This is an optimization exercise on Yosys and OpenROAD, whose aim is small area and a short achievable clock period, not a production implementation. Where RTL was checked, it was by simulation tests only, not by an equivalence proof against the original.

==> job 2757: inputs <==
==> flow/design.v <==
module sab_unpack (
    input  wire        clk,
    input  wire        rst,
    input  wire        in_valid,
    input  wire [31:0] in_word,
    input  wire [31:0] in_layout,
    output reg         out_valid,
    output reg         out_err,
    output reg  [4:0]  out_width,
    output wire [31:0] out_iqi,
    output wire [31:0] out_iqq,
    output wire [63:0] out_i,
    output wire [63:0] out_q
);
    reg        v0_r;
    reg        hi0_r;
    reg [31:0] word_r;
    reg [4:0]  mi, li, mq, lq;
    always @(posedge clk) begin
        if (rst)
            v0_r <= 1'b0;
        else
            v0_r <= in_valid;
        hi0_r  <= ~|{in_layout[31:29], in_layout[23:21],
                     in_layout[15:13], in_layout[7:5]};
        word_r <= in_word;
        mi     <= in_layout[28:24];
        li     <= in_layout[20:16];
        mq     <= in_layout[12:8];
        lq     <= in_layout[4:0];
    end
    wire [5:0] span_i = {1'b0, mi} - {1'b0, li};
    wire [5:0] span_q = {1'b0, mq} - {1'b0, lq};
    wire legal = hi0_r && (span_i == span_q) && !span_i[5] &&
                 (span_i[4:1] != 4'd0);
    wire [4:0] width = mi - li - 5'd1;
    function [29:0] extract;
        input [31:0] w;
        input [4:0]  m;
        input [4:0]  l;
        reg   [33:0] wx;
        reg          s;
        reg   [31:0] g;
        reg   [63:0] x;
        integer      j;
        begin
            wx = {w, 2'b00};
            s  = wx[m];
            for (j = 0; j < 32; j = j + 1)
                g[j] = (j + 2 <= m) ? w[j] : s;
            x = {{32{s}}, g} >> l;
            extract = x[29:0];
        end
    endfunction
    reg        v_r;
    reg        err_r;
    reg [4:0]  w_r;
    reg [29:0] iqi_r;
    reg [29:0] iqq_r;
    always @(posedge clk) begin
        if (rst)
            v_r <= 1'b0;
        else
            v_r <= v0_r;
        err_r     <= ~legal;
        w_r       <= width;
        iqi_r     <= extract(word_r, mi, li);
        iqq_r     <= extract(word_r, mq, lq);
    end
    function [63:0] to_f64;
        input [29:0] v;
        input [4:0]  k;    
        reg          s;
        reg   [29:0] u;
        reg   [29:0] a;
        reg   [4:0]  lz;
        reg   [29:0] n;
        reg          nz;
        reg   [4:0]  e;
        integer      b;
        begin
            s  = v[29];
            u  = v ^ {30{s}};
            a  = s ? (30'd0 - v) : v;
            nz = |v;
            lz = 5'd30;
            for (b = 0; b < 30; b = b + 1)
                if (u[b])
                    lz = 5'd29 - b[4:0];
            n  = a << lz;
            e  = n[29] ? (k - lz) : (k - lz + 5'd1);
            to_f64 = {s, 1'b0, {5{nz}}, e & {5{nz}}, n[28:0], 23'd0};
        end
    endfunction
    wire [4:0]  kw = 5'd29 - w_r;
    wire [63:0] fi = to_f64(iqi_r, kw);
    wire [63:0] fq = to_f64(iqq_r, kw);
    reg [29:0] oi_r, oq_r;
    reg [34:0] fi_r, fq_r;    
    always @(posedge clk) begin
        if (rst)
            out_valid <= 1'b0;
        else
            out_valid <= v_r;
        out_err   <= err_r;
        out_width <= w_r;
        oi_r      <= iqi_r;
        oq_r      <= iqq_r;
        fi_r      <= {fi[56:52], fi[51:23], fi[57]};
        fq_r      <= {fq[56:52], fq[51:23], fq[57]};
    end
    assign out_iqi = {oi_r[29], oi_r[29], oi_r};
    assign out_iqq = {oq_r[29], oq_r[29], oq_r};
    assign out_i   = {oi_r[29], 1'b0, {5{fi_r[0]}}, fi_r[34:1], 23'd0};
    assign out_q   = {oq_r[29], 1'b0, {5{fq_r[0]}}, fq_r[34:1], 23'd0};
endmodule
==> flow/flow/run.sh <==
#!/bin/bash
set -euo pipefail
B="BUFFER_PORTS_ARGS=-buffer_cell sky130_fd_sc_hd__buf_1"
bash standard.sh "$B" SETUP_SLACK_MARGIN=7.5 cts > flow_make_cts.log 2>&1
bash standard.sh "$B" SETUP_SLACK_MARGIN=6.8 finish > flow_make_finish.log 2>&1
==> flow/standard.sh <==
#!/bin/bash
# synth_recipe.tcl (not shown) runs the flow's synth.tcl, then flattens the netlist and writes it again
# the make line also repeats each setting of config.mk as NAME=value (left out here)
make -C /OpenROAD-flow-scripts/flow DESIGN_CONFIG=/design/flow/config.mk WORK_HOME=/design/flow/orfs CLKGATE_MAP_FILE= SYNTH_SCRIPT=/design/flow/synth_recipe.tcl "${@:-finish}"
==> flow/config.mk <==
export PLATFORM = sky130hd
export DESIGN_NAME = sab_unpack
export DESIGN_NICKNAME = sab_unpack
export VERILOG_FILES = /design/flow/design.v
export SDC_FILE = /design/flow/constraint.sdc
export NUM_CORES = 4
export LEC_CHECK = 0
export ABC_AREA = 1
export CAP_MARGIN = 20
export CORE_MARGIN = 2
export CORE_UTILIZATION = 40
export SLEW_MARGIN = 20
==> flow/constraint.sdc <==
create_clock -name core_clock -period 10.5 [get_ports {clk}]
set_input_delay 2.1000 -clock core_clock [delete_from_list [all_inputs] [get_ports {clk}]]
set_output_delay 2.1000 -clock core_clock [all_outputs]
set_load 0.01 [all_outputs]
==> inputs of job 674, as changes to job 2757 <==
==> flow/design.v (replaced) <==
module sab_unpack (
    input  wire        clk,
    input  wire        rst,
    input  wire        in_valid,
    input  wire [31:0] in_word,
    input  wire [31:0] in_layout,
    output reg         out_valid,
    output reg         out_err,
    output reg  [4:0]  out_width,
    output wire [31:0] out_iqi,
    output wire [31:0] out_iqq,
    output wire [63:0] out_i,
    output wire [63:0] out_q
);
    wire [4:0] mi = in_layout[28:24];
    wire [4:0] li = in_layout[20:16];
    wire [4:0] mq = in_layout[12:8];
    wire [4:0] lq = in_layout[4:0];
    wire hi_zero = ~|{in_layout[31:29], in_layout[23:21],
                      in_layout[15:13], in_layout[7:5]};
    wire [5:0] span_i = {1'b0, mi} - {1'b0, li};
    wire [5:0] span_q = {1'b0, mq} - {1'b0, lq};
    wire legal = hi_zero && (span_i == span_q) && !span_i[5] &&
                 (span_i[4:1] != 4'd0);
    wire [4:0] width = span_i[4:0] - 5'd1;
    function [29:0] extract;
        input [31:0] w;
        input [4:0]  m;
        input [4:0]  l;
        reg   [33:0] wx;
        reg          s;
        reg   [31:0] g;
        integer      j;
        begin
            wx = {w, 2'b00};
            s  = wx[m];
            for (j = 0; j < 32; j = j + 1)
                g[j] = (j + 2 <= m) ? w[j] : s;
            extract = ($signed(g) >>> l);
        end
    endfunction
    reg        v_r;
    reg        err_r;
    reg [4:0]  w_r;
    reg [29:0] iqi_r;
    reg [29:0] iqq_r;
    always @(posedge clk) begin
        if (rst)
            v_r <= 1'b0;
        else
            v_r <= in_valid;
        err_r     <= ~legal;
        w_r       <= width;
        iqi_r     <= extract(in_word, mi, li);
        iqq_r     <= extract(in_word, mq, lq);
    end
    function [63:0] to_f64;
        input [29:0] v;
        input [4:0]  w;
        reg          s;
        reg   [29:0] a;
        reg   [4:0]  lz;
        reg   [29:0] n;
        reg          nz;
        reg   [4:0]  e;
        integer      b;
        begin
            s  = v[29];
            a  = s ? (30'd0 - v) : v;
            nz = |a;
            lz = 5'd0;
            for (b = 0; b < 30; b = b + 1)
                if (a[b])
                    lz = 5'd29 - b[4:0];
            n  = a << lz;
            e  = 5'd29 - lz - w;
            to_f64 = {s, 1'b0, {5{nz}}, e & {5{nz}}, n[28:0], 23'd0};
        end
    endfunction
    wire [63:0] fi = to_f64(iqi_r, w_r);
    wire [63:0] fq = to_f64(iqq_r, w_r);
    reg [29:0] oi_r, oq_r;
    reg [34:0] fi_r, fq_r;    
    always @(posedge clk) begin
        if (rst)
            out_valid <= 1'b0;
        else
            out_valid <= v_r;
        out_err   <= err_r;
        out_width <= w_r;
        oi_r      <= iqi_r;
        oq_r      <= iqq_r;
        fi_r      <= {fi[56:52], fi[51:23], fi[57]};
        fq_r      <= {fq[56:52], fq[51:23], fq[57]};
    end
    assign out_iqi = {oi_r[29], oi_r[29], oi_r};
    assign out_iqq = {oq_r[29], oq_r[29], oq_r};
    assign out_i   = {oi_r[29], 1'b0, {5{fi_r[0]}}, fi_r[34:1], 23'd0};
    assign out_q   = {oq_r[29], 1'b0, {5{fq_r[0]}}, fq_r[34:1], 23'd0};
endmodule
==> flow/flow/run.sh (replaced) <==
#!/bin/bash
# The standard layout, with plain buf_1 cells as the port buffers (instead of
# the default pick) so the I/O paths and the port-buffer area stay small.
set -euo pipefail
bash standard.sh "BUFFER_PORTS_ARGS=-buffer_cell sky130_fd_sc_hd__buf_1" finish > flow_make.log 2>&1
- SETUP_SLACK_MARGIN: default -> 5
==> summary.txt <==
metric	job 674	job 2757
Final clock-cell share	0.0409	0.0412
Combined area of all synthesized cells	15,200 um^2	16,300 um^2
Max FO, Critical Path	12	26
Worst-path clk slew	0.06 ns	0.07 ns
Layout inverter count without the clock tree	245	202
Relative area of non-clock buffer cells in the final design	0.0549	0.112
Required time of the worst setup path	10.83 ns	10.95 ns
Sequential area share after synthesis	0.268	0.314
Remaining max-slew budget at the tightest pin	0.320	0.355
Initial DRT Pass Iterations	6	5
Top achievable clock speed	196 MHz	256 MHz
Average detailed-routed wire length per instance	14.8 um	16.0 um
Total met3 wirelength after detailed routing	2640 um	2940 um
GRT met1 Usage	0.322	0.309
Run status	no timing/DRC/antenna violations	no timing/DRC/antenna violations
Area share of and/or/nand/nor cells after synthesis	0.381	0.274
No functional check of the RTL was part of job 674.

==> run K: inputs <==
sab_unpack, a different RTL version from the one above (not shown whole).
==> module sab_unpack, before the edit <==
module sab_unpack (
    input  wire        clk,
    input  wire        rst,
    input  wire        in_valid,
    input  wire [31:0] in_word,
    input  wire [31:0] in_layout,
    output reg         out_valid,
    output reg         out_err,
    output reg  [4:0]  out_width,
    output reg  [31:0] out_iqi,
    output reg  [31:0] out_iqq,
    output reg  [63:0] out_i,
    output reg  [63:0] out_q
);
    reg        v_r;
    reg [31:0] word_r;
    reg [31:0] layout_r;
    always @(posedge clk) begin
        if (rst)
            v_r <= 1'b0;
        else
            v_r <= in_valid;
        word_r   <= in_word;
        layout_r <= in_layout;
    end
    wire [7:0] mi = layout_r[31:24];
    wire [7:0] li = layout_r[23:16];
    wire [7:0] mq = layout_r[15:8];
    wire [7:0] lq = layout_r[7:0];
    wire [7:0] span_i = mi - li;
    wire [7:0] span_q = mq - lq;
    wire legal = (mi > li) && (mq > lq) && (span_i == span_q) &&
                 (span_i >= 8'd2) && (mi <= 8'd31) && (mq <= 8'd31);
    wire [7:0] width8 = span_i - 8'd1;
    wire [4:0] width  = width8[4:0];
    wire [31:0] mask = (32'd1 << width) - 32'd1;
    wire [31:0] i_raw = (word_r >> li) & mask;
    wire [31:0] q_raw = (word_r >> lq) & mask;
    function [31:0] sext;
        input [31:0] raw;
        input [4:0]  w;
        input [31:0] m;
        begin
            if (raw[w - 5'd1])
                sext = raw | ~m;
            else
                sext = raw;
        end
    endfunction
    wire [31:0] i_s = sext(i_raw, width, mask);
    wire [31:0] q_s = sext(q_raw, width, mask);
    function [63:0] to_f64;
        input [31:0] v;
        input [4:0]  w;
        reg          s;
        reg [31:0]   a;
        reg [4:0]    p;
        reg [10:0]   e;
        reg [52:0]   m;
        integer      b;
        begin
            s = v[31];
            a = s ? (32'd0 - v) : v;
            p = 5'd0;
            for (b = 0; b < 32; b = b + 1)
                if (a[b])
                    p = b[4:0];
            e = 11'd1023 + {6'd0, p} - {6'd0, w} + 11'd1;
            m = {21'd0, a} << (6'd52 - {1'b0, p});
            if (a == 32'd0)
                to_f64 = 64'd0;
            else
                to_f64 = {s, e, m[51:0]};
        end
    endfunction
    wire [63:0] i_f = to_f64(i_s, width);
    wire [63:0] q_f = to_f64(q_s, width);
    always @(posedge clk) begin
        if (rst)
            out_valid <= 1'b0;
        else
            out_valid <= v_r;
        out_err   <= ~legal;
        out_width <= width;
        out_iqi   <= i_s;
        out_iqq   <= q_s;
        out_i     <= i_f;
        out_q     <= q_f;
    end
endmodule
make LEC_CHECK=0 CAP_MARGIN=20 CORE_MARGIN=2 CORE_UTILIZATION=40 SLEW_MARGIN=20 finish   # period 10.5 ns
run.sh (not shown) runs the stock make flow with config.mk's settings and CLKGATE_MAP_FILE= SYNTH_SCRIPT=/design/flow/synth_recipe.tcl, a recipe that flattens the netlist after the stock synthesis.
Stock flow here: none of the scripts above is used.
==> inputs of run D, as changes to run K <==
==> flow/design.v (replaced) <==
module sab_unpack (
    input  wire        clk,
    input  wire        rst,
    input  wire        in_valid,
    input  wire [31:0] in_word,
    input  wire [31:0] in_layout,
    output reg         out_valid,
    output reg         out_err,
    output reg  [4:0]  out_width,
    output wire [31:0] out_iqi,
    output wire [31:0] out_iqq,
    output wire [63:0] out_i,
    output wire [63:0] out_q
);
    wire [4:0] mi_in = in_layout[28:24];
    wire [4:0] li_in = in_layout[20:16];
    wire [4:0] mq_in = in_layout[12:8];
    wire [4:0] lq_in = in_layout[4:0];
    wire hi_zero = ~|{in_layout[31:29], in_layout[23:21],
                      in_layout[15:13], in_layout[7:5]};
    wire [5:0] span_i = {1'b0, mi_in} - {1'b0, li_in};
    wire [5:0] span_q = {1'b0, mq_in} - {1'b0, lq_in};
    wire legal = hi_zero && (span_i == span_q) && !span_i[5] &&
                 (span_i[4:1] != 4'd0);
    reg        v0_r;
    reg        err0_r;
    reg [31:0] word_r;
    reg [4:0]  mi, li, mq, lq;
    always @(posedge clk) begin
        if (rst)
            v0_r <= 1'b0;
        else
            v0_r <= in_valid;
        err0_r <= ~legal;
        word_r <= in_word;
        mi     <= mi_in;
        li     <= li_in;
        mq     <= mq_in;
        lq     <= lq_in;
    end
    wire [4:0] width = mi - li - 5'd1;
    function [29:0] extract;
        input [31:0] w;
        input [4:0]  m;
        input [4:0]  l;
        reg   [33:0] wx;
        reg          s;
        reg   [31:0] g;
        reg   [63:0] x;
        integer      j;
        begin
            wx = {w, 2'b00};
            s  = wx[m];
            for (j = 0; j < 32; j = j + 1)
                g[j] = (j + 2 <= m) ? w[j] : s;
            x = {{32{s}}, g} >> l;
            extract = x[29:0];
        end
    endfunction
    reg        v_r;
    reg        err_r;
    reg [4:0]  w_r;
    reg [29:0] iqi_r;
    reg [29:0] iqq_r;
    always @(posedge clk) begin
        if (rst)
            v_r <= 1'b0;
        else
            v_r <= v0_r;
        err_r     <= err0_r;
        w_r       <= width;
        iqi_r     <= extract(word_r, mi, li);
        iqq_r     <= extract(word_r, mq, lq);
    end
    function [63:0] to_f64;
        input [29:0] v;
        input [4:0]  w;
        reg          s;
        reg   [29:0] a;
        reg   [4:0]  lz;
        reg   [29:0] n;
        reg          nz;
        reg   [4:0]  e;
        integer      b;
        begin
            s  = v[29];
            a  = s ? (30'd0 - v) : v;
            nz = |a;
            lz = 5'd0;
            for (b = 0; b < 30; b = b + 1)
                if (a[b])
                    lz = 5'd29 - b[4:0];
            n  = a << lz;
            e  = 5'd29 - lz - w;
            to_f64 = {s, 1'b0, {5{nz}}, e & {5{nz}}, n[28:0], 23'd0};
        end
    endfunction
    wire [63:0] fi = to_f64(iqi_r, w_r);
    wire [63:0] fq = to_f64(iqq_r, w_r);
    reg [29:0] oi_r, oq_r;
    reg [34:0] fi_r, fq_r;    
    always @(posedge clk) begin
        if (rst)
            out_valid <= 1'b0;
        else
            out_valid <= v_r;
        out_err   <= err_r;
        out_width <= w_r;
        oi_r      <= iqi_r;
        oq_r      <= iqq_r;
        fi_r      <= {fi[56:52], fi[51:23], fi[57]};
        fq_r      <= {fq[56:52], fq[51:23], fq[57]};
    end
    assign out_iqi = {oi_r[29], oi_r[29], oi_r};
    assign out_iqq = {oq_r[29], oq_r[29], oq_r};
    assign out_i   = {oi_r[29], 1'b0, {5{fi_r[0]}}, fi_r[34:1], 23'd0};
    assign out_q   = {oq_r[29], 1'b0, {5{fq_r[0]}}, fq_r[34:1], 23'd0};
endmodule
==> flow/flow/run.sh (new file) <==
#!/bin/bash
# The standard layout, with plain buf_1 cells as the port buffers (instead of
# the default pick) so the I/O paths and the port-buffer area stay small, and
# timing repair aimed 7 ns below the clock period.
set -euo pipefail
bash standard.sh "BUFFER_PORTS_ARGS=-buffer_cell sky130_fd_sc_hd__buf_1" SETUP_SLACK_MARGIN=7 finish > flow_make.log 2>&1
==> flow/standard.sh (new file) <==
#!/bin/bash
# synth_recipe.tcl (not shown) runs the flow's synth.tcl, then flattens the netlist and writes it again
# the make line also repeats each setting of config.mk as NAME=value (left out here)
make -C /OpenROAD-flow-scripts/flow DESIGN_CONFIG=/design/flow/config.mk WORK_HOME=/design/flow/orfs CLKGATE_MAP_FILE= SYNTH_SCRIPT=/design/flow/synth_recipe.tcl "${@:-finish}"
Settings changed: ABC_AREA from default to 1.
removed: flow/run.sh
==> inputs of run Y, as changes to run K <==
==> flow/design.v (replaced) <==
module sab_unpack (
    input  wire        clk,
    input  wire        rst,
    input  wire        in_valid,
    input  wire [31:0] in_word,
    input  wire [31:0] in_layout,
    output reg         out_valid,
    output reg         out_err,
    output reg  [4:0]  out_width,
    output wire [31:0] out_iqi,
    output wire [31:0] out_iqq,
    output wire [63:0] out_i,
    output wire [63:0] out_q
);
    wire [4:0] mi = in_layout[28:24];
    wire [4:0] li = in_layout[20:16];
    wire [4:0] mq = in_layout[12:8];
    wire [4:0] lq = in_layout[4:0];
    wire hi_zero = ~|{in_layout[31:29], in_layout[23:21],
                      in_layout[15:13], in_layout[7:5]};
    wire [5:0] span_i = {1'b0, mi} - {1'b0, li};
    wire [5:0] span_q = {1'b0, mq} - {1'b0, lq};
    wire legal = hi_zero && (span_i == span_q) && !span_i[5] &&
                 (span_i[4:1] != 4'd0);
    wire [4:0] width = span_i[4:0] - 5'd1;
    function [29:0] extract;
        input [31:0] w;
        input [4:0]  m;
        input [4:0]  l;
        reg   [33:0] wx;
        reg          s;
        reg   [31:0] g;
        integer      j;
        begin
            wx = {w, 2'b00};
            s  = wx[m];
            for (j = 0; j < 32; j = j + 1)
                g[j] = (j + 2 <= m) ? w[j] : s;
            extract = ($signed(g) >>> l);
        end
    endfunction
    reg [29:0] iqi_r;
    reg [29:0] iqq_r;
    always @(posedge clk) begin
        if (rst)
            out_valid <= 1'b0;
        else
            out_valid <= in_valid;
        out_err   <= ~legal;
        out_width <= width;
        iqi_r     <= extract(in_word, mi, li);
        iqq_r     <= extract(in_word, mq, lq);
    end
    function [63:0] to_f64;
        input [29:0] v;
        input [4:0]  w;
        reg          s;
        reg   [29:0] a;
        reg   [4:0]  lz;
        reg   [29:0] n;
        reg          nz;
        reg   [4:0]  e;
        integer      b;
        begin
            s  = v[29];
            a  = s ? (30'd0 - v) : v;
            nz = |a;
            lz = 5'd0;
            for (b = 0; b < 30; b = b + 1)
                if (a[b])
                    lz = 5'd29 - b[4:0];
            n  = a << lz;
            e  = 5'd29 - lz - w;
            to_f64 = {s, 1'b0, {5{nz}}, e & {5{nz}}, n[28:0], 23'd0};
        end
    endfunction
    assign out_iqi = {iqi_r[29], iqi_r[29], iqi_r};
    assign out_iqq = {iqq_r[29], iqq_r[29], iqq_r};
    assign out_i   = to_f64(iqi_r, out_width);
    assign out_q   = to_f64(iqq_r, out_width);
endmodule
Settings changed: ABC_AREA from default to 1, CORE_UTILIZATION 40 to 85, PLACE_DENSITY from default to 0.9.
==> summary.txt <==
Run K produced a clean layout. Run D passed the timing, DRC and antenna checks. Run Y failed in global placement without I/O.
Of run K and run D, run K has the higher design area (gap 28%, measured against run D).
Between run D and run K, the lower worst hold slack is in run D (gap 130 ps).
Against run D, the first-iteration DRC count of run K is larger by 54%.
Between run D and run K, the lower setup slack is in run K (gap 6300 ps).
Of run K and run D, run D has the higher register-to-register slack (gap 6300 ps).
==> figures <==
quantity                                                                        run Y           run K           run D
Max incr delay on CP                                                                -          600 ps          380 ps
Number of global-route vias before repair                                           -           24400           16100
Max-cap violations                                                                  -               0               0
Simple-gate share of the synthesized area                                       0.457           0.217           0.347
DR DRC count                                                                        -               0               0
Result of the run                                              stopped before the end  finished clean  finished clean
Last stage reached                                       global placement without I/O               -               -
CTS H-tree lvls                                                                     -               1               1
M2 GR Usage                                                                         -           0.566           0.398
Initial antenna violation count                                                     -               2               0
Endpoint of the most critical register-to-register path                             -       out_i[16]        fi_r[33]
Amount of wire on met2 after detailed routing                                       -         48.6 mm         27.2 mm
Number of gates resized after CTS                                                   -               7             176
Global Route met1 Usage                                                             -           0.431           0.318
Clock slew at reported path FFs                                                     -           60 ps           70 ps
Pre-CTS setup slack                                                                 -         -336 ps         5270 ps
Area growth from synthesis to layout                                                -           25.4%           37.4%
For run Y, only the layout was checked, not whether the RTL still works.

## re-timing with driven ports
Ports are ideal in the flow. The routed layouts listed here were re-timed in OpenROAD.
Step 1, drivers: a clkbuf_16 drives clk and a buf_2 each remaining input, both assumed.
Step 2 also shifts input and output timing later by t, the mid clock arrival at the registers, as if the neighbouring blocks saw the same clock.
Slacks: ideal ports / drivers / drivers and shift; pairs: ideal ports / drivers.
| run | t (ns) | setup slack, ns | worst setup path after step 2 | worst data-port slew with drivers (ns) |
|---|---|---|---|---|
| job 2757 | 0.605 | 6.596 / 6.596 / 6.596 | register to register | 0.04 |
| job 674 | 0.557 | 5.385 / 5.409 / 4.852 | input to register | 0.04 |
| run K | 0.649 | 0.394 / 0.394 / 0.394 | register to register | 0.05 |
| run D | 0.599 | 6.701 / 6.701 / 6.330 | input to register | 0.04 |
After both steps setup and hold are still met in every run listed. The setup slack of job 674, which loses most, moves by +0.024 ns with the drivers and by -0.533 ns with both steps.
